What follows belongs to an exercise in optimizing a design on an open flow for small area, a short achievable clock period and few clock cycles per item; a production flow would make more cautious choices. The RTL was checked by simulation tests, not by an equivalence proof against the original design. Power figures rest on the tool's default switching activity, not on a simulated workload.

// agc4_cpu
module agc4_cpu (
    input  wire        clk,
    input  wire        rst,            
    output wire        mem_req,
    output wire        mem_we,
    output wire [14:0] mem_addr,
    output wire [14:0] mem_wdata,
    input  wire        mem_ack,
    input  wire [14:0] mem_rdata,
    input  wire [63:0] in_regs,
    output wire        boundary,
    output wire        fault,
    output reg  [15:0] reg_a,
    output reg  [15:0] reg_q,
    output reg  [11:0] reg_z,
    output reg  [15:0] reg_lp,
    output reg  [15:0] reg_b,
    output reg  [4:0]  reg_bank,
    output wire [79:0] out_regs        
);
    localparam [11:0] START_ADDR  = 12'o2000;
    localparam [4:0]  FIXED_BANKS = 5'd24;
    reg s_op;       
    reg s_wr;       
    reg s_f;        
    reg s_fa;       
    reg s_rsm;      
    reg s_mp;       
    reg s_dv;       
    reg s_ix;       
    reg s_flt;      
    reg        first;        
    reg        isdv;         
    reg        sgn;          
    reg        dvbad;        
    reg        mdf;          
    reg [3:0]  cnt;          
    reg [1:0]  zsk;          
    reg [15:0] kval;         
    reg [15:0] out0, out1, out2, out3, out4;
    reg pd_tc, pd_nop, pd_rsm, pd_ts, pd_xch, pd_md, pd_dv, pd_mp;
    reg pd_ccs, pd_cs, pd_mask, pd_su, pd_idx, pd_rd;
    reg pd_kreg, pd_kfix, pd_kbank, pd_kz, pd_kers;
    reg pd_atk;              
    reg pd_rqk;              
    reg pd_tsnb;             
    reg pd_wnb;              
    reg pd_fk;               
    reg pd_fkb;              
    reg pd_e20, pd_e21, pd_e22, pd_e23;
  ...
For scale: about 2900 cells after synthesis, ~280 I/O pins.
clock: 8.0 ns
lec_check: 0
cap_margin: 20
core_margin: 2
core_utilization: 55
cts_buf_list: sky130_fd_sc_hd__clkbuf_4
place_density: 0.7
setup_slack_margin: 3.8
slew_margin: 20
standard.sh (not shown) runs the stock make flow with config.mk's settings and CLKGATE_MAP_FILE= SYNTH_SCRIPT=/design/flow/synth_recipe.tcl, a recipe that flattens the netlist after the stock synthesis.
==> flow/flow/run.sh <==
#!/bin/bash
set -euo pipefail
export BUFFER_PORTS_ARGS="-buffer_cell sky130_fd_sc_hd__buf_1"
bash standard.sh > standard_flow.log 2>&1
The baseline finished clean.
Testbench counts at the start, summed over its fixed seeds: cycles 135,286, items 53,788.
Next try:
--- a/flow/design.v
+++ b/flow/design.v
@@ -44,29 +44,30 @@
     reg pd_atk;              
     reg pd_rqk;              
     reg pd_tsnb;             
     reg pd_wnb;              
     reg pd_fk;               
     reg pd_fkb;              
     reg pd_e20, pd_e21, pd_e22, pd_e23;
     reg zf_reg;              
     reg zf_bank;             
     reg bank_bad;            
+    reg zm_f;                
     assign out_regs = {out4, out3, out2, out1, out0};
     assign boundary = s_op && first;
     assign fault    = s_flt;
     wire [11:0] kk    = reg_b[11:0];
     wire        a_ovf = reg_a[15] ^ reg_a[14];
-    wire z_mem  = !zf_reg && !(zf_bank && bank_bad);
+    wire z_mem  = zm_f;
     wire z_bad  = (zf_reg && (reg_z[3:0] == 4'o15 || reg_z[3:0] == 4'o16)) ||
                   (zf_bank && bank_bad);
-    wire ts_sh  = pd_tsnb && z_mem && !(pd_kbank && bank_bad);    
+    wire ts_sh  = pd_tsnb && z_mem;        
     wire wr_sh  = pd_wnb && z_mem;         
     wire at_k   = (s_op && pd_atk && !ts_sh) || (s_wr && !wr_sh);
     wire at_r   = (s_op && pd_rsm) || s_rsm;
     wire [14:0] k_addr = pd_kbank ? {reg_bank, kk[9:0]} : {3'b000, kk};
     wire [14:0] z_addr = zf_bank  ? {reg_bank, reg_z[9:0]} : {3'b000, reg_z};
     wire [14:0] r_addr = {13'd5, s_rsm ? cnt[1:0] : 2'b00};    
     assign mem_addr = at_k ? k_addr : at_r ? r_addr : z_addr;
     assign mem_we   = (s_op && pd_ts && !ts_sh) || (s_wr && !wr_sh);
     assign mem_req  = (s_op && ((pd_nop && z_mem) || pd_rsm ||
                                 (pd_ts && (ts_sh || pd_kers)) ||
@@ -336,20 +337,21 @@
                 lp_n = {2'b00, sum[0], reg_lp[13:1]};
             end
             nph = (cnt == 4'd0) ? N_FA : s_dv ? N_DV : N_MP;
         end
         if (s_flt) begin
             hold = 1'b1;
         end
     end
     wire       w_bank = wreg && kk[3:0] == 4'o17;
     wire [4:0] bank_n = w_bank ? reg_a[4:0] : reg_bank;
+    wire       bank_bad_n = (bank_n == 5'd0) || (bank_n > FIXED_BANKS);
     wire        w_ext  = b_n[15] ^ b_n[14];
     wire [2:0]  w_op   = b_n[14:12];
     wire [11:0] wk     = b_n[11:0];
     wire w_grp2  = !w_ext && w_op == 3'd2;
     wire w_tc    = !w_ext && w_op == 3'd0;
     wire w_ccs   = !w_ext && w_op == 3'd1;
     wire w_nop   = w_grp2 && (wk == 12'o16 || wk == 12'o17);
     wire w_rsm   = w_grp2 && (wk == 12'o25);
     wire w_idx   = w_grp2 && !w_nop && !w_rsm;
     wire w_xch   = !w_ext && w_op == 3'd3;
@@ -404,20 +406,21 @@
             reg_b    <= 16'd0;
             reg_bank <= 5'd0;
             out0     <= 16'd0;
             out1     <= 16'd0;
             out2     <= 16'd0;
             out3     <= 16'd0;
             out4     <= 16'd0;
             zf_reg   <= 1'b0;
             zf_bank  <= 1'b0;
             bank_bad <= 1'b1;
+            zm_f     <= 1'b1;           
         end else begin
             if (!hold) begin
                 s_op  <= nph == N_OP;
                 s_wr  <= nph == N_WR;
                 s_f   <= nph == N_F;
                 s_fa  <= nph == N_FA;
                 s_rsm <= nph == N_RSM;
                 s_mp  <= nph == N_MP;
                 s_dv  <= nph == N_DV;
                 s_ix  <= nph == N_IX;
@@ -425,21 +428,22 @@
             end
             first    <= first_n;
             reg_a    <= a_n;
             reg_q    <= q_n;
             reg_lp   <= lp_n;
             reg_b    <= b_n;
             reg_z    <= z_fin;
             reg_bank <= bank_n;
             zf_reg   <= zc_n[1];
             zf_bank  <= zc_n[0];
-            bank_bad <= (bank_n == 5'd0) || (bank_n > FIXED_BANKS);
+            bank_bad <= bank_bad_n;
+            zm_f     <= !zc_n[1] && !(zc_n[0] && bank_bad_n);
             if (wreg) begin
                 case (kk[3:0])
                     4'o01: reg_q <= reg_a;
                     4'o03: reg_lp <= reg_a;
                     4'o10: out0 <= reg_a;
                     4'o11: out1 <= reg_a;
                     4'o12: out2 <= reg_a;
                     4'o13: out3 <= reg_a;
                     4'o14: out4 <= reg_a;
                     default: ;
@@ -476,21 +480,21 @@
             pd_su    <= w_su;
             pd_idx   <= w_idx;
             pd_rd    <= w_rd;
             pd_kreg  <= w_kreg;
             pd_kfix  <= w_kfix;
             pd_kbank <= w_kbank;
             pd_kz    <= w_kz;
             pd_kers  <= !w_kreg && !w_kfix;
             pd_atk   <= w_atk;
             pd_rqk   <= (w_tc || w_rd) && !w_kreg;
-            pd_tsnb  <= w_ts && w_wnb && !w_kun;
+            pd_tsnb  <= w_ts && w_wnb && !w_kun && !(w_kbank && bank_bad_n);
             pd_wnb   <= w_wnb;
             pd_fk    <= w_bad || (w_atk && w_kun);
             pd_fkb   <= w_atk && w_kbank;
             pd_e20   <= (wk == 12'o20);
             pd_e21   <= (wk == 12'o21);
             pd_e22   <= (wk == 12'o22);
             pd_e23   <= (wk == 12'o23);
         end
     end
 endmodule
Total power is higher by 4.7%.
Setup slack is better by 100 ps.
Via count went down by 5.6%.
Sequential power went up by about 6%.
Clock power barely changes.
Register-to-register slack gains 100 ps.
Cell count went down by 4.6%.
Clock-buffer cell count increases by 15.
Cell area goes down by 3.6%.
Flip-flop and latch count climbs by 1.
Combinational power goes up by 5.7%.
Testbench counts after the change, summed over its fixed seeds: cycles 135,286, items 53,788.

[what the ideal ports hide]
How much do the figures lean on ideal ports? The routed layouts below were timed once more, with nothing changed but the port constraints. Step 1 sets driving cells, clkbuf_16 on the clock port and buf_2 on the other inputs (assumed; they add their load-dependent delay and slew). Step 2, shift: input delay + t, output delay - t, t = (earliest + latest rising clock arrival at the registers) / 2. This alone moves slack from input paths to output paths. Slacks: ideal ports / drivers / drivers and shift; pairs: ideal ports / drivers.
run | t, ns | setup WS [ns] | worst setup path at the end
the first run | 0.879 | 3.673 / 3.673 / 2.960 | input to register
the second run | 0.826 | 3.773 / 3.773 / 3.060 | input to register
After both steps setup and hold are still met in every run listed.
